Background: an optimization exercise with open tools, aiming at small area and few clock cycles. Do not read the settings as production practice.
In this exercise RTL edits were held to simulation tests only and were not proved equivalent to the original.
Power figures rest on the tool's default switching activity, not on a simulated workload.

raven:
// arq_engine
module arq_engine (
    input  wire        clk,
    input  wire        rst,
    input  wire        src_valid,
    output wire        src_ready,
    input  wire [7:0]  src_data,
    input  wire        src_last,
    input  wire        src_empty,
    output wire        txd_valid,
    output wire [7:0]  txd_data,
    output wire        txd_last,
    input  wire        rxa_valid,
    output wire        rxa_ready,
    input  wire [7:0]  rxa_data,
    input  wire        rxa_last,
    input  wire        rxa_empty,
    input  wire        tick,
    output wire [1:0]  s_state,
    output wire        s_seq,
    output wire        s_done,
    output wire        s_aborted,
    output wire [31:0] s_total_sent,
    input  wire        rxd_valid,
    output wire        rxd_ready,
    input  wire [7:0]  rxd_data,
    input  wire        rxd_last,
    input  wire        rxd_empty,
    output wire        txa_valid,
    output wire [7:0]  txa_data,
    output wire        snk_valid,
    output wire [7:0]  snk_data,
    output wire        snk_last,
    output wire        snk_close,
    output wire        r_state,
    output wire        r_expected,
    output wire        r_closed
);
    localparam MAX_CHUNK     = 512;
    localparam TIMEOUT_TICKS = 15;
    localparam [8*9-1:0] S_TAPS = {9'd426, 9'd341, 9'd256, 9'd171, 9'd86, 9'd21, 9'd10, 9'd1};
    localparam [6*9-1:0] R_TAPS = {9'd425, 9'd340, 9'd255, 9'd170, 9'd85, 9'd511};
    arq_sender #(
        .MAX_CHUNK     (MAX_CHUNK),
        .TIMEOUT_TICKS (TIMEOUT_TICKS),
        .CNT_W         (32),
        .NI            (16),
        .NT            (8),
        .TAPS          (S_TAPS)
    ) u_sender (
        .clk          (clk),
        .rst          (rst),
        .src_valid    (src_valid),
        .src_ready    (src_ready),
        .src_data     (src_data),
        .src_last     (src_last),
        .src_empty    (src_empty),
        .txd_valid    (txd_valid),
        .txd_data     (txd_data),
        .txd_last     (txd_last),
        .rxa_valid    (rxa_valid),
        .rxa_ready    (rxa_ready),
        .rxa_data     (rxa_data),
  ...
For scale: roughly 8300 flip-flops, ~110 I/O pins, ~0.17 mm2 of cells after synthesis.
Settings: LEC_CHECK=0, CAP_MARGIN=20, CORE_MARGIN=2, CORE_UTILIZATION=70, CTS_CLUSTER_DIAMETER=70, CTS_CLUSTER_SIZE=30, PLACE_DENSITY=0.72, SLEW_MARGIN=20, SYNTH_MEMORY_MAX_BITS=16384; clock period 10.0 ns.
standard.sh (not shown) runs the stock make flow with config.mk's settings and CLKGATE_MAP_FILE= SYNTH_SCRIPT=/design/flow/synth_recipe.tcl, a recipe that flattens the netlist after the stock synthesis.
==> flow/flow/run.sh <==
#!/bin/bash
# The standard layout (standard.sh) with two changes, passed to ORFS through
# its own variables:
#  - clock tree: larger sink clusters and no dummy loads (CTS_ARGS);
#  - port buffers: the smallest buffer cell (BUFFER_PORTS_ARGS).
# Each tool's full output stays in orfs/logs; make's own output goes to
# standard.log in this folder.
set -euo pipefail
export CTS_ARGS="-sink_clustering_enable -repair_clock_nets -sink_clustering_size 30 -sink_clustering_max_diameter 70 -dont_use_dummy_load"
export BUFFER_PORTS_ARGS="-buffer_cell sky130_fd_sc_hd__buf_1"
bash standard.sh > standard.log 2>&1
raven closes out successfully: all stages finished, all timing, DRC and antenna checks passed.
Testbench counts of raven, summed over its fixed seeds: cycles 234,515.
Modified inputs, yarrow compared to raven
- PLACE_DENSITY: 0.72 -> 0.78
- CTS_CLUSTER_SIZE: 30 -> 24
- CTS_CLUSTER_DIAMETER: 70 -> 60
diff --git a/flow/flow/run.sh b/flow/flow/run.sh
--- a/flow/flow/run.sh
+++ b/flow/flow/run.sh
@@ -8,3 +8,3 @@
 set -euo pipefail
-export CTS_ARGS="-sink_clustering_enable -repair_clock_nets -sink_clustering_size 30 -sink_clustering_max_diameter 70 -dont_use_dummy_load"
+export CTS_ARGS="-sink_clustering_enable -repair_clock_nets -sink_clustering_size 24 -sink_clustering_max_diameter 60 -dont_use_dummy_load"
 export BUFFER_PORTS_ARGS="-buffer_cell sky130_fd_sc_hd__buf_1"
## What came out
Leakage power figure was lower in raven than in yarrow.
Across both runs, final critical-path share of the clock period was higher for yarrow than for raven.
Diff raven -> yarrow: simple logic cell fraction of the synthesized area essentially unchanged; overall global routing resource usage grew by 4.2 points; compound-cell area share of the yosys netlist barely changed.
Compared yarrow vs raven, and clock network power share is up in yarrow.
--- input diff yarrow..indigo ---
- CTS_CLUSTER_SIZE changed from 24 to 26
- CTS_CLUSTER_DIAMETER changed from 60 to 70
diff --git a/flow/flow/run.sh b/flow/flow/run.sh
--- a/flow/flow/run.sh
+++ b/flow/flow/run.sh
@@ -8,3 +8,3 @@
 set -euo pipefail
-export CTS_ARGS="-sink_clustering_enable -repair_clock_nets -sink_clustering_size 24 -sink_clustering_max_diameter 60 -dont_use_dummy_load"
+export CTS_ARGS="-sink_clustering_enable -repair_clock_nets -sink_clustering_size 26 -sink_clustering_max_diameter 70 -dont_use_dummy_load"
 export BUFFER_PORTS_ARGS="-buffer_cell sky130_fd_sc_hd__buf_1"
==> notes.md <==
Diff indigo..yarrow | total of flip-flops plus latches after synthesis | negligible. Post-DP HPWL came out exactly the same in yarrow and indigo. Diff yarrow -> indigo: flop-to-flop setup slack decreased 0.03 ns; switching part of the total power essentially unchanged; routed wire length decreased 1.8%.
Input changes introduced in violet (baseline for comparison: indigo):
- PLACE_DENSITY now 0.66, was 0.78
- CTS_CLUSTER_SIZE now 30, was 26
- CTS_CLUSTER_DIAMETER now 60, was 70
diff --git a/flow/flow/run.sh b/flow/flow/run.sh
--- a/flow/flow/run.sh
+++ b/flow/flow/run.sh
@@ -8,3 +8,3 @@
 set -euo pipefail
-export CTS_ARGS="-sink_clustering_enable -repair_clock_nets -sink_clustering_size 26 -sink_clustering_max_diameter 70 -dont_use_dummy_load"
+export CTS_ARGS="-sink_clustering_enable -repair_clock_nets -sink_clustering_size 30 -sink_clustering_max_diameter 60 -dont_use_dummy_load"
 export BUFFER_PORTS_ARGS="-buffer_cell sky130_fd_sc_hd__buf_1"
==> comparison <==
- Clock transition at the registers of the reported paths essentially unchanged between indigo and violet.
- As far as I/O pin count goes, violet and indigo are indistinguishable; the numbers are identical.
- In the metrics for indigo and violet, the one carrying the lower overall power is violet.
- Diff indigo -> violet: first-iteration DRC count fell by 355, overall global routing resource usage fell by 3.3 points.
The following lists how sierra was set up differently from violet:
- PLACE_DENSITY now 0.7, was 0.66
- CTS_CLUSTER_SIZE now 28, was 30
diff --git a/flow/flow/run.sh b/flow/flow/run.sh
--- a/flow/flow/run.sh
+++ b/flow/flow/run.sh
@@ -8,3 +8,3 @@
 set -euo pipefail
-export CTS_ARGS="-sink_clustering_enable -repair_clock_nets -sink_clustering_size 30 -sink_clustering_max_diameter 60 -dont_use_dummy_load"
+export CTS_ARGS="-sink_clustering_enable -repair_clock_nets -sink_clustering_size 28 -sink_clustering_max_diameter 60 -dont_use_dummy_load"
 export BUFFER_PORTS_ARGS="-buffer_cell sky130_fd_sc_hd__buf_1"
==> notes.md <==
violet -> sierra: number of multi-input logic gates delta 0, exact match. Sequential share of layout area (sierra over violet): decrease, 0.22 points. Non-clock buffer instance count of the final layout delta for sierra relative to violet: 1 higher. From violet to sierra the numbers moved as follows: post-route minimum period went down, number of enable-type register cells in the synthesized netlist held steady, fraction of power consumed by combinational cells closely matched the old numbers, amount of wire on met2 after detailed routing -3.4%. [sierra] largest fanout on the critical path rose 1 relative to violet. Comparing violet with sierra, the final non-filler cell area came out essentially unchanged. Count of clock buffers in the final design in sierra is 18 higher than in violet. In sierra, the routed wire length came out 0.95% below the value in violet.

## port drivers added, routing unchanged
Ports are ideal in the flow. The routed layouts listed here were re-timed in OpenROAD. Step 1 assumes that a clkbuf_16 drives the clock port and a buf_2 every other input. Step 2 times the ports against the registers' clock, not the clock port: input delays grow and output delays shrink by t, the midpoint of the rising clock arrivals with the driver on. a / b / c = no drivers / after step 1 / after step 2; a / b = the first two.
| run | t (ns) | setup WS [ns] | worst slew at a driven data input, ns |
|---|---|---|---|
| raven | 1.011 | 2.959 / 2.862 / 3.873 | 0.09 |
| yarrow | 1.055 | 2.821 / 2.719 / 3.774 | 0.06 |
| indigo | 1.060 | 2.922 / 2.823 / 3.866 | 0.06 |
| violet | 1.012 | 3.032 / 2.938 / 3.950 | 0.13 |
| sierra | 1.023 | 3.039 / 2.941 / 3.964 | 0.10 |
After both steps setup and hold are still met in every run listed.
